What follows belongs to an exercise in optimizing a design on an open flow for small area, a short achievable clock period and few clock cycles; a production flow would make more cautious choices. In this exercise RTL edits were held to simulation tests only and were not proved equivalent to the original. No activity file was given, so power comes from the tool's default toggle rates.

==> inputs of exp/harbor <==
Design saes_core, start of the top module:
module saes_core (
    input  wire        clk,
    input  wire        rst,      
    input  wire        req,
    input  wire        we,
    input  wire [3:0]  addr,
    input  wire [15:0] wdata,
    output wire        ack,
    output reg  [15:0] rdata
);
export LEC_CHECK = 0
export CAP_MARGIN = 20
export CORE_MARGIN = 2
export CORE_UTILIZATION = 50
export SLEW_MARGIN = 20
create_clock -name core_clock -period 20.0 [get_ports {clk}]
standard.sh (not shown) runs the stock make flow with config.mk's settings and CLKGATE_MAP_FILE= SYNTH_SCRIPT=/design/flow/synth_recipe.tcl, a recipe that flattens the netlist after the stock synthesis.
==> flow/flow/run.sh <==
#!/bin/bash
# Layout flow:
#  1. the standard synthesis, with only the ABC mapping script changed
#     (flow/synth_custom.tcl, flow/abc_custom.script);
set -euo pipefail
W=$PWD
export FLOW_ABC_SCRIPT=$W/flow/abc_custom.script
sed "s#SYNTH_SCRIPT=[^ ]*#SYNTH_SCRIPT=$W/flow/synth_custom.tcl#" standard.sh > custom.sh
grep -q "SYNTH_SCRIPT=$W/flow/synth_custom.tcl" custom.sh
bash custom.sh synth > synth.log 2>&1
bash custom.sh \
  BUFFER_PORTS_ARGS="-buffer_cell sky130_fd_sc_hd__buf_2" \
  SETUP_SLACK_MARGIN=10.8 \
  finish > layout.log 2>&1
==> flow/flow/abc_custom.script <==
strash
dch
amap
topo
stime -c
buffer -c
upsize -c
dnsize -c
==> flow/flow/synth_custom.tcl <==
# The standard synthesis script (synth_recipe.tcl), with one change: the
# ABC technology-mapping script is replaced by flow/abc_custom.script (area
# mapping with amap, which maps XOR logic to XOR cells). Everything else,
# including the flip-flop mapping, is the standard synthesis.
proc synth {args} { yosys synth -nofsm -noshare {*}$args }
proc my_swap_abc_script {name1 name2 op} {
  global abc_args
  set i [lsearch -exact $abc_args -script]
  if {$i >= 0} { lset abc_args [expr {$i + 1}] $::env(FLOW_ABC_SCRIPT) }
}
trace add variable ::abc_args write my_swap_abc_script
source $::env(SCRIPTS_DIR)/synth.tcl
# left out here: clear keep_hierarchy, flatten, clean up, hide names made inside functions, write 1_2_yosys.v
==> exp/indigo: changes against exp/harbor <==
- CORE_UTILIZATION: 50 -> 20
==> results.txt <==
	exp/indigo	exp/harbor
Floorplan core area	0.0704 mm2	0.0279 mm2
Die Width	271 um	173 um
Net switching share of the total power	45.6%	45.9%
Result of the run	no timing/DRC/antenna violations	no timing/DRC/antenna violations
Reg-to-reg setup timing slack	11,010 ps	10,960 ps
End of the worst register-to-register path	s[11]	s[8]
Internal portion of total power	1.07 mW	1.00 mW
Met3 usage	5.28%	12.5%
Routed length on met1	27,000 um	25,500 um
Fill cell total of the finished layout	7,777	2,614
Cell area after placement	0.0155 mm2	0.0148 mm2
Dpl hpwl	48,200 um	48,100 um
Hold WS	434 ps	433 ps
Share of power burned in registers	25.3%	27.1%
Placement-stage worst setup slack	9470 ps	9440 ps
Largest vdd supply drop	0.112 mV	0.0733 mV
Tap Count	940	378
Detail-routed net length per standard cell	22.5 um	26.9 um
Post-CTS Repair Setup Buffers	18	13
Count of plain and timing-repair buffers in the layout	169	154
Area taken by multi-input logic gates	0.00961 mm2	0.00942 mm2
Max FO, Critical Path	6	5
Logic pwr share	55.9%	53.2%
Testbench counts of exp/harbor, summed over its fixed seeds: cycles 59,570.
Testbench counts of exp/indigo, summed over its fixed seeds: cycles 59,570.

==> juniper: inputs <==
Another version of the RTL of saes_core (not shown whole).
Settings: LEC_CHECK=0, ABC_AREA=1, CAP_MARGIN=20, CORE_MARGIN=2, CORE_UTILIZATION=40, SLEW_MARGIN=20; clock period 20.0 ns.
run.sh (not shown) runs the stock make flow with config.mk's settings and CLKGATE_MAP_FILE= SYNTH_SCRIPT=/design/flow/synth_recipe.tcl, a recipe that flattens the netlist after the stock synthesis.
Stock flow here: none of the scripts above is used.
==> zinc (differences from juniper) <==
--- a/flow/design.v
+++ b/flow/design.v
@@ -128,13 +128,15 @@
 endmodule
 module saes_stage (
     input  wire        m,
     input  wire [15:0] x,
     input  wire [15:0] key,
     output wire [15:0] y,
-    output wire [15:0] mid
+    output wire [15:0] mid,
+    output wire [15:0] rk1,
+    output wire [15:0] rk2
 );
     wire [15:0] r0, r1, r2, r1m, r1i;
     saes_keyexp u_kx (.key(key), .rk0(r0), .rk1(r1), .rk2(r2));
     saes_mix_col u_mk (.x(r1), .y(r1m));
     saes_mul9_16 u_m9 (.x(r1m), .y(r1i));
     wire [15:0] ka = m ? r2 : r0;
@@ -153,12 +155,14 @@
     saes_sbox2 d3 (.m(m), .x(cs[15:12]), .y(d[15:12]));
     saes_sbox2 d2 (.m(m), .x(cs[11:8]),  .y(d[11:8]));
     saes_sbox2 d1 (.m(m), .x(cs[7:4]),   .y(d[7:4]));
     saes_sbox2 d0 (.m(m), .x(cs[3:0]),   .y(d[3:0]));
     assign y   = d ^ kc;
     assign mid = c;
+    assign rk1 = r1;
+    assign rk2 = r2;
 endmodule
 module saes_core (
     input  wire        clk,
     input  wire        rst,      
     input  wire        req,
     input  wire        we,
@@ -199,16 +203,18 @@
     reg [1:0]  ecode;
     reg        eany;
     reg [15:0] dout, r1i, chain, rk0;
     reg        dv, rv, kv;           
     reg        md_dec, md_cbc;       
     reg [1:0]  md_v;
-    reg [15:0] s1;                   
-    reg        s1v;
+    reg [1:0]  stg;                  
+    reg [15:0] s;                    
     reg        pend;                 
-    assign ack = req & ~pend;
+    reg        kxr;                  
+    wire rd_rk12 = !we && (addr == A_RK1 || addr == A_RK2) && !kxr;
+    assign ack = req & ~pend & ~rd_rk12;
     wire acc    = req & ~pend;
     wire acc_wr = acc & we;
     wire [7:0] code    = wdata[7:0];
     wire [3:0] opc     = code[7:4];
     wire [1:0] var_sel = code[3:2];
     reg legal;
@@ -228,38 +234,49 @@
     end
     wire needs_chain = (opc == OP_CBCE) || (opc == OP_CBCD);
     wire is_cipher   = (opc == OP_ENC) || (opc == OP_DEC) || needs_chain;
     wire run_ok      = legal && !(needs_chain && !cv);
     wire c_dec       = (opc == OP_DEC) || (opc == OP_CBCD);
     wire [3:0] md_opc = md_dec ? (md_cbc ? OP_CBCD : OP_DEC) : (md_cbc ? OP_CBCE : OP_ENC);
-    wire hit = (code[7:2] == {md_opc, md_v}) && ((md_v == 2'b00) || s1v);
+    wire hit = (code[7:2] == {md_opc, md_v}) && ((md_v == 2'b00) || (stg == 2'd2)) && !kxr;
     wire acc_cmd = acc_wr && (addr == A_CMD);
-    wire cfg2 = s1v && (md_v != 2'b00);    
-    reg        mP;
+    reg       mP;
+    reg [1:0] ksel;                  
+    always @(*) begin
+        case (stg)
+            2'd2: begin
+                mP   = md_dec ? (md_v == 2'b01) : (md_v == 2'b10);
+                ksel = (md_dec && md_v == 2'b01) ? 2'd0 : 2'd1;
+            end
+            2'd3: begin
+                mP   = md_dec;
+                ksel = md_dec ? 2'd0 : 2'd2;
+            end
+            default: begin
+                mP   = md_dec;
+                ksel = md_dec ? md_v : 2'd0;
+            end
+        endcase
+    end
     reg [15:0] keyP;
     always @(*) begin
-        if (cfg2) begin
-            mP   = md_dec ? (md_v == 2'b01) : (md_v == 2'b10);
-            keyP = (md_dec && md_v == 2'b01) ? key1 : key2;
-        end else begin
-            mP   = md_dec;
-            case (md_v)
-                2'b01:   keyP = md_dec ? key2 : key1;
-                2'b10:   keyP = md_dec ? key3 : key1;
-                default: keyP = key1;
-            endcase
-        end
+        if (kxr)
+            keyP = rk0;
+        else case (ksel)
+            2'd1:    keyP = key2;
+            2'd2:    keyP = key3;
+            default: keyP = key1;
+        endcase
     end
     wire [15:0] base = ((md_v == 2'b00) || pend) ? din : wdata;
-    wire [15:0] xP   = cfg2 ? s1 : (base ^ ((md_cbc && !md_dec) ? chain : 16'h0000));
-    wire [15:0] yP, midP, yQ;
-    saes_stage u_p (.m(mP), .x(xP), .key(keyP), .y(yP), .mid(midP));
-    saes_stage u_q (.m(md_dec), .x(yP), .key(md_dec ? key1 : key3), .y(yQ), .mid());
-    wire [15:0] res = md_v[1] ? yQ : yP;
-    wire commit = pend ? ((md_v == 2'b00) || s1v)
-                       : (acc_cmd && run_ok && is_cipher && hit);
+    wire [15:0] xP   = (stg != 2'd1) ? s : (base ^ ((md_cbc && !md_dec) ? chain : 16'h0000));
+    wire [15:0] yP, midP, rk1x, rk2x;
+    saes_stage u_p (.m(mP), .x(xP), .key(keyP), .y(yP), .mid(midP), .rk1(rk1x), .rk2(rk2x));
+    wire last   = (stg == {1'b0, md_v[1]} + {1'b0, md_v != 2'b00} + 2'd1);    
+    wire commit = pend ? last : (acc_cmd && run_ok && is_cipher && hit && !md_v[1]);
+    wire step   = pend ? !last : (acc_cmd && run_ok && is_cipher && hit && md_v[1]);
     wire [3:0]  gmul_res;
     wire [15:0] subn_res, isubn_res, mixc_res, imixc_res;
     saes_gmul    u_gmul  (.a(din[7:4]), .b(din[3:0]), .p(gmul_res));
     saes_sbox    u_s3 (.x(din[15:12]), .y(subn_res[15:12]));
     saes_sbox    u_s2 (.x(din[11:8]),  .y(subn_res[11:8]));
     saes_sbox    u_s1 (.x(din[7:4]),   .y(subn_res[7:4]));
@@ -279,14 +296,12 @@
             OP_SHROW: prim_res = {din[15:8], din[3:0], din[7:4]};
             OP_MIXC:  prim_res = mixc_res;
             default:  prim_res = imixc_res;
         endcase
     end
     wire is_prim = (opc >= OP_GMUL) && (opc <= OP_IMIXC);
-    wire [15:0] rk1x, rk2x;
-    saes_keyexp u_kr (.key(rk0), .rk0(), .rk1(rk1x), .rk2(rk2x));
     always @(posedge clk) begin
         if (rst) begin
             din      <= 16'h0000;
             key1     <= 16'h0000;
             key2     <= 16'h0000;
             key3     <= 16'h0000;
@@ -298,25 +313,30 @@
             dv       <= 1'b0;
             rv       <= 1'b0;
             kv       <= 1'b0;
             md_dec   <= 1'b0;
             md_cbc   <= 1'b1;
             md_v     <= 2'b00;
-            s1v      <= 1'b0;
+            stg      <= 2'd1;
             pend     <= 1'b0;
+            kxr      <= 1'b0;
         end else begin
             if (acc_wr) begin
                 case (addr)
                     A_DIN:  din  <= wdata;
                     A_KEY1: key1 <= wdata;
                     A_KEY2: key2 <= wdata;
                     A_KEY3: key3 <= wdata;
                     A_IV:   iv   <= wdata;
                     default: ;
                 endcase
             end
+            if (req && !pend && rd_rk12)
+                kxr <= 1'b1;
+            else if (acc_wr)
+                kxr <= acc_cmd && run_ok && (opc == OP_KEXP);
             if (acc_cmd) begin
                 cmd_code <= code;
                 if (!legal) begin
                     ecode <= 2'b01;
                     eany  <= 1'b1;
                 end else if (needs_chain && !cv) begin
@@ -336,35 +356,45 @@
                     if (is_cipher && !hit) begin
                         md_dec <= c_dec;
                         md_cbc <= needs_chain;
                         md_v   <= var_sel;
                         pend   <= 1'b1;
                     end
+                    if (is_cipher && hit && md_v[1])
+                        pend   <= 1'b1;
                 end
             end
             if (commit) begin
                 dv <= 1'b1;
                 if (!md_dec && !md_cbc && md_v == 2'b00)
                     rv <= 1'b1;
             end
             if (pend) begin
-                s1v <= (md_v != 2'b00) && !s1v;
-                if (commit)
+                if (last) begin
                     pend <= 1'b0;
+                    stg  <= 2'd1;
+                end else begin
+                    stg  <= stg + 2'd1;
+                end
             end else if (acc_wr) begin
-                s1v <= (addr == A_DIN) && (md_v != 2'b00) && !s1v;
+                if (step)
+                    stg <= 2'd3;
+                else if (addr == A_DIN && md_v != 2'b00 && stg == 2'd1 && !kxr)
+                    stg <= 2'd2;
+                else
+                    stg <= 2'd1;
             end
         end
     end
     always @(posedge clk) begin
-        if (!s1v)
-            s1 <= yP;
+        if (stg == 2'd1 || step)
+            s <= yP;
         if (commit) begin
-            dout <= res ^ ((md_dec && md_cbc) ? chain : 16'h0000);
+            dout <= yP ^ ((md_dec && md_cbc) ? chain : 16'h0000);
             if (md_cbc)
-                chain <= md_dec ? din : res;
+                chain <= md_dec ? din : yP;
             if (!md_dec && !md_cbc && md_v == 2'b00)
                 r1i <= midP;
         end else if (acc_cmd && run_ok && is_prim) begin
             dout <= prim_res;
         end
         if (acc_cmd && run_ok) begin
==> sierra (differences from juniper) <==
--- a/flow/design.v
+++ b/flow/design.v
@@ -128,13 +128,15 @@
 endmodule
 module saes_stage (
     input  wire        m,
     input  wire [15:0] x,
     input  wire [15:0] key,
     output wire [15:0] y,
-    output wire [15:0] mid
+    output wire [15:0] mid,
+    output wire [15:0] rk1,
+    output wire [15:0] rk2
 );
     wire [15:0] r0, r1, r2, r1m, r1i;
     saes_keyexp u_kx (.key(key), .rk0(r0), .rk1(r1), .rk2(r2));
     saes_mix_col u_mk (.x(r1), .y(r1m));
     saes_mul9_16 u_m9 (.x(r1m), .y(r1i));
     wire [15:0] ka = m ? r2 : r0;
@@ -153,12 +155,14 @@
     saes_sbox2 d3 (.m(m), .x(cs[15:12]), .y(d[15:12]));
     saes_sbox2 d2 (.m(m), .x(cs[11:8]),  .y(d[11:8]));
     saes_sbox2 d1 (.m(m), .x(cs[7:4]),   .y(d[7:4]));
     saes_sbox2 d0 (.m(m), .x(cs[3:0]),   .y(d[3:0]));
     assign y   = d ^ kc;
     assign mid = c;
+    assign rk1 = r1;
+    assign rk2 = r2;
 endmodule
 module saes_core (
     input  wire        clk,
     input  wire        rst,      
     input  wire        req,
     input  wire        we,
@@ -199,16 +203,18 @@
     reg [1:0]  ecode;
     reg        eany;
     reg [15:0] dout, r1i, chain, rk0;
     reg        dv, rv, kv;           
     reg        md_dec, md_cbc;       
     reg [1:0]  md_v;
-    reg [15:0] s1;                   
-    reg        s1v;
+    reg [1:0]  stg;                  
+    reg [15:0] s;                    
     reg        pend;                 
-    assign ack = req & ~pend;
+    reg        kxr;                  
+    wire rd_rk12 = !we && (addr == A_RK1 || addr == A_RK2) && !kxr;
+    assign ack = req & ~pend & ~rd_rk12;
     wire acc    = req & ~pend;
     wire acc_wr = acc & we;
     wire [7:0] code    = wdata[7:0];
     wire [3:0] opc     = code[7:4];
     wire [1:0] var_sel = code[3:2];
     reg legal;
@@ -228,38 +234,49 @@
     end
     wire needs_chain = (opc == OP_CBCE) || (opc == OP_CBCD);
     wire is_cipher   = (opc == OP_ENC) || (opc == OP_DEC) || needs_chain;
     wire run_ok      = legal && !(needs_chain && !cv);
     wire c_dec       = (opc == OP_DEC) || (opc == OP_CBCD);
     wire [3:0] md_opc = md_dec ? (md_cbc ? OP_CBCD : OP_DEC) : (md_cbc ? OP_CBCE : OP_ENC);
-    wire hit = (code[7:2] == {md_opc, md_v}) && ((md_v == 2'b00) || s1v);
+    wire hit = (code[7:2] == {md_opc, md_v}) && ((md_v == 2'b00) || (stg == 2'd2)) && !kxr;
     wire acc_cmd = acc_wr && (addr == A_CMD);
-    wire cfg2 = s1v && (md_v != 2'b00);    
-    reg        mP;
+    reg       mP;
+    reg [1:0] ksel;                  
+    always @(*) begin
+        case (stg)
+            2'd2: begin
+                mP   = md_dec ? (md_v == 2'b01) : (md_v == 2'b10);
+                ksel = (md_dec && md_v == 2'b01) ? 2'd0 : 2'd1;
+            end
+            2'd3: begin
+                mP   = md_dec;
+                ksel = md_dec ? 2'd0 : 2'd2;
+            end
+            default: begin
+                mP   = md_dec;
+                ksel = md_dec ? md_v : 2'd0;
+            end
+        endcase
+    end
     reg [15:0] keyP;
     always @(*) begin
-        if (cfg2) begin
-            mP   = md_dec ? (md_v == 2'b01) : (md_v == 2'b10);
-            keyP = (md_dec && md_v == 2'b01) ? key1 : key2;
-        end else begin
-            mP   = md_dec;
-            case (md_v)
-                2'b01:   keyP = md_dec ? key2 : key1;
-                2'b10:   keyP = md_dec ? key3 : key1;
-                default: keyP = key1;
-            endcase
-        end
+        if (kxr)
+            keyP = rk0;
+        else case (ksel)
+            2'd1:    keyP = key2;
+            2'd2:    keyP = key3;
+            default: keyP = key1;
+        endcase
     end
     wire [15:0] base = ((md_v == 2'b00) || pend) ? din : wdata;
-    wire [15:0] xP   = cfg2 ? s1 : (base ^ ((md_cbc && !md_dec) ? chain : 16'h0000));
-    wire [15:0] yP, midP, yQ;
-    saes_stage u_p (.m(mP), .x(xP), .key(keyP), .y(yP), .mid(midP));
-    saes_stage u_q (.m(md_dec), .x(yP), .key(md_dec ? key1 : key3), .y(yQ), .mid());
-    wire [15:0] res = md_v[1] ? yQ : yP;
-    wire commit = pend ? ((md_v == 2'b00) || s1v)
-                       : (acc_cmd && run_ok && is_cipher && hit);
+    wire [15:0] xP   = (stg != 2'd1) ? s : (base ^ ((md_cbc && !md_dec) ? chain : 16'h0000));
+    wire [15:0] yP, midP, rk1x, rk2x;
+    saes_stage u_p (.m(mP), .x(xP), .key(keyP), .y(yP), .mid(midP), .rk1(rk1x), .rk2(rk2x));
+    wire last   = (stg == {1'b0, md_v[1]} + {1'b0, md_v != 2'b00} + 2'd1);    
+    wire commit = pend ? last : (acc_cmd && run_ok && is_cipher && hit && !md_v[1]);
+    wire step   = pend ? !last : (acc_cmd && run_ok && is_cipher && hit && md_v[1]);
     wire [3:0]  gmul_res;
     wire [15:0] subn_res, isubn_res, mixc_res, imixc_res;
     saes_gmul    u_gmul  (.a(din[7:4]), .b(din[3:0]), .p(gmul_res));
     saes_sbox    u_s3 (.x(din[15:12]), .y(subn_res[15:12]));
     saes_sbox    u_s2 (.x(din[11:8]),  .y(subn_res[11:8]));
     saes_sbox    u_s1 (.x(din[7:4]),   .y(subn_res[7:4]));
@@ -279,14 +296,12 @@
             OP_SHROW: prim_res = {din[15:8], din[3:0], din[7:4]};
             OP_MIXC:  prim_res = mixc_res;
             default:  prim_res = imixc_res;
         endcase
     end
     wire is_prim = (opc >= OP_GMUL) && (opc <= OP_IMIXC);
-    wire [15:0] rk1x, rk2x;
-    saes_keyexp u_kr (.key(rk0), .rk0(), .rk1(rk1x), .rk2(rk2x));
     always @(posedge clk) begin
         if (rst) begin
             din      <= 16'h0000;
             key1     <= 16'h0000;
             key2     <= 16'h0000;
             key3     <= 16'h0000;
@@ -298,25 +313,30 @@
             dv       <= 1'b0;
             rv       <= 1'b0;
             kv       <= 1'b0;
             md_dec   <= 1'b0;
             md_cbc   <= 1'b1;
             md_v     <= 2'b00;
-            s1v      <= 1'b0;
+            stg      <= 2'd1;
             pend     <= 1'b0;
+            kxr      <= 1'b0;
         end else begin
             if (acc_wr) begin
                 case (addr)
                     A_DIN:  din  <= wdata;
                     A_KEY1: key1 <= wdata;
                     A_KEY2: key2 <= wdata;
                     A_KEY3: key3 <= wdata;
                     A_IV:   iv   <= wdata;
                     default: ;
                 endcase
             end
+            if (req && !pend && rd_rk12)
+                kxr <= 1'b1;
+            else if (acc_wr)
+                kxr <= acc_cmd && run_ok && (opc == OP_KEXP);
             if (acc_cmd) begin
                 cmd_code <= code;
                 if (!legal) begin
                     ecode <= 2'b01;
                     eany  <= 1'b1;
                 end else if (needs_chain && !cv) begin
@@ -336,35 +356,45 @@
                     if (is_cipher && !hit) begin
                         md_dec <= c_dec;
                         md_cbc <= needs_chain;
                         md_v   <= var_sel;
                         pend   <= 1'b1;
                     end
+                    if (is_cipher && hit && md_v[1])
+                        pend   <= 1'b1;
                 end
             end
             if (commit) begin
                 dv <= 1'b1;
                 if (!md_dec && !md_cbc && md_v == 2'b00)
                     rv <= 1'b1;
             end
             if (pend) begin
-                s1v <= (md_v != 2'b00) && !s1v;
-                if (commit)
+                if (last) begin
                     pend <= 1'b0;
+                    stg  <= 2'd1;
+                end else begin
+                    stg  <= stg + 2'd1;
+                end
             end else if (acc_wr) begin
-                s1v <= (addr == A_DIN) && (md_v != 2'b00) && !s1v;
+                if (step)
+                    stg <= 2'd3;
+                else if (addr == A_DIN && md_v != 2'b00 && stg == 2'd1 && !kxr)
+                    stg <= 2'd2;
+                else
+                    stg <= 2'd1;
             end
         end
     end
     always @(posedge clk) begin
-        if (!s1v)
-            s1 <= yP;
+        if (stg == 2'd1 || step)
+            s <= yP;
         if (commit) begin
-            dout <= res ^ ((md_dec && md_cbc) ? chain : 16'h0000);
+            dout <= yP ^ ((md_dec && md_cbc) ? chain : 16'h0000);
             if (md_cbc)
-                chain <= md_dec ? din : res;
+                chain <= md_dec ? din : yP;
             if (!md_dec && !md_cbc && md_v == 2'b00)
                 r1i <= midP;
         end else if (acc_cmd && run_ok && is_prim) begin
             dout <= prim_res;
         end
         if (acc_cmd && run_ok) begin
==> flow/flow/run.sh (new file) <==
#!/bin/bash
set -euo pipefail
bash standard.sh synth > synth.log 2>&1
bash standard.sh \
  BUFFER_PORTS_ARGS="-buffer_cell sky130_fd_sc_hd__buf_2" \
  SETUP_SLACK_MARGIN=11 \
  finish > layout.log 2>&1
==> flow/standard.sh (new file) <==
#!/bin/bash
# synth_recipe.tcl (not shown) runs the flow's synth.tcl, then flattens the netlist and writes it again
# the make line also repeats each setting of config.mk as NAME=value (left out here)
make -C /OpenROAD-flow-scripts/flow DESIGN_CONFIG=/design/flow/config.mk WORK_HOME=/design/flow/orfs CLKGATE_MAP_FILE= SYNTH_SCRIPT=/design/flow/synth_recipe.tcl "${@:-finish}"
removed: flow/run.sh
==> results.txt <==
The run finished with no timing, DRC or antenna violations. The clock network area share is 3.06%, and the number of cells on the worst reg-to-reg path is 71. After floorplanning, the core was divided into 93 placement rows. The global-route total usage across every layer is 30.0%, and the clock share of power is 13.4%. The first routing iteration left 3227 violations. The launch point of the worst hold path was rv. After detailed routing, the number of vias per cell comes to 5.59. Internal power comes to 1.57 mW. Across the VDD grid, the largest voltage drop is 99.3 µV. After detailed routing, the met3 layer carries 8720 µm of wire. The worst hold path terminates at rv. Measured against its own limit, the worst slew margin works out to 27.9%. The tap cell count came out at 855.
Source of the figures above: juniper

==> results.txt <==
The run finished with no timing, DRC or antenna violations. The routed via count divided by cell count works out to 5.75. Launch point of the worst hold path: key1[14]. Clock tree buffers and inverters occupy 3.58% of the routed design's cell area. The flow inserted 607 tap cells. In this run the worst setup path begins at md_dec. For this run, the total global-route usage over all layers was measured as 30.3%.

The standard-cell row count was 79. Setup repair after global routing left no endpoint under its margin. Headroom to the max-slew limit came out at 30.2%. For this block, the initial DRC count from the detailed router was 2318. In the detailed route, the total length drawn on met3 is 5680 µm. The synthesis-stage register bit count was 215.

Counting cells, the worst reg-to-reg path comes to 50. Across the VDD grid, the largest voltage drop is 73.4 µV. The die is 222 µm wide. The path with the worst hold slack has its endpoint at rk0[14]. Cell internal power was estimated by the tool at 1.27 mW.
Source of the figures above: zinc

==> results.txt <==
Headroom to the max-slew limit came out at 38.6%. The internal power of the cells totals 1.31 mW. Summed over all nets, wire length on met3 after detailed routing comes to 5900 µm. The sequential cell area is 4950 µm². The clock network area share came out at 3.87%.

The startpoint identified for the worst hold timing path is key1[10]. On the critical path, the stage with the largest delay is an instance of sky130_fd_sc_hd__a2111oi_4. The run gives 104 µV as the maximum vdd drop. The flow ran to the end and the layout has no timing, DRC or antenna violations. For the tap cell count, the log shows 607. The initialized floorplan defines 79 standard-cell rows. The number of DRC violations after detailed-routing iteration 0 came out at 2232. The share of the final layout cell area in sequential cells is 22.8%. The endpoint with the worst hold slack is rk0[10]. The number of cells on the worst reg-to-reg path is 51, and the routed via count divided by cell count is 5.77. For this run, the total global-route usage over all layers was measured as 30.1%.
Source of the figures above: sierra

Testbench counts of juniper, summed over its fixed seeds: cycles 54,662.
Testbench counts of zinc, summed over its fixed seeds: cycles 59,011.
Testbench counts of sierra, summed over its fixed seeds: cycles 59,011.

[re-timing with driven ports]
How much do the figures lean on ideal ports? The routed layouts below were timed once more, with nothing changed but the port constraints.
Step 1 assumes that a clkbuf_16 drives the clock port and a buf_2 every other input.
Step 2 adds t to the input delays and takes it off the output delays; t is the mean of the earliest and latest rising clock arrival at the registers after step 1. Input paths then give back, and output paths get back, about the clock's delay inside the block.
Three values: ideal ports, drivers, drivers and shift; two values: the first two.
run	t (ns)	setup WS [ns]	worst setup path after step 2	worst slew at a driven data input, ns
exp/harbor	0.504	10.903 / 10.883 / 10.883	input to output	0.06
exp/indigo	0.505	10.924 / 10.904 / 10.904	input to output	0.05
juniper	0.626	8.577 / 8.577 / 8.249	input to register	0.04
zinc	0.587	7.775 / 7.725 / 8.312	register to output	0.05
sierra	0.593	10.156 / 10.092 / 10.092	input to output	0.06
After both steps setup and hold are still met in every run listed. For juniper, which loses most, drivers alone change the setup slack by 0.000 ns; drivers and shift together by -0.328 ns.
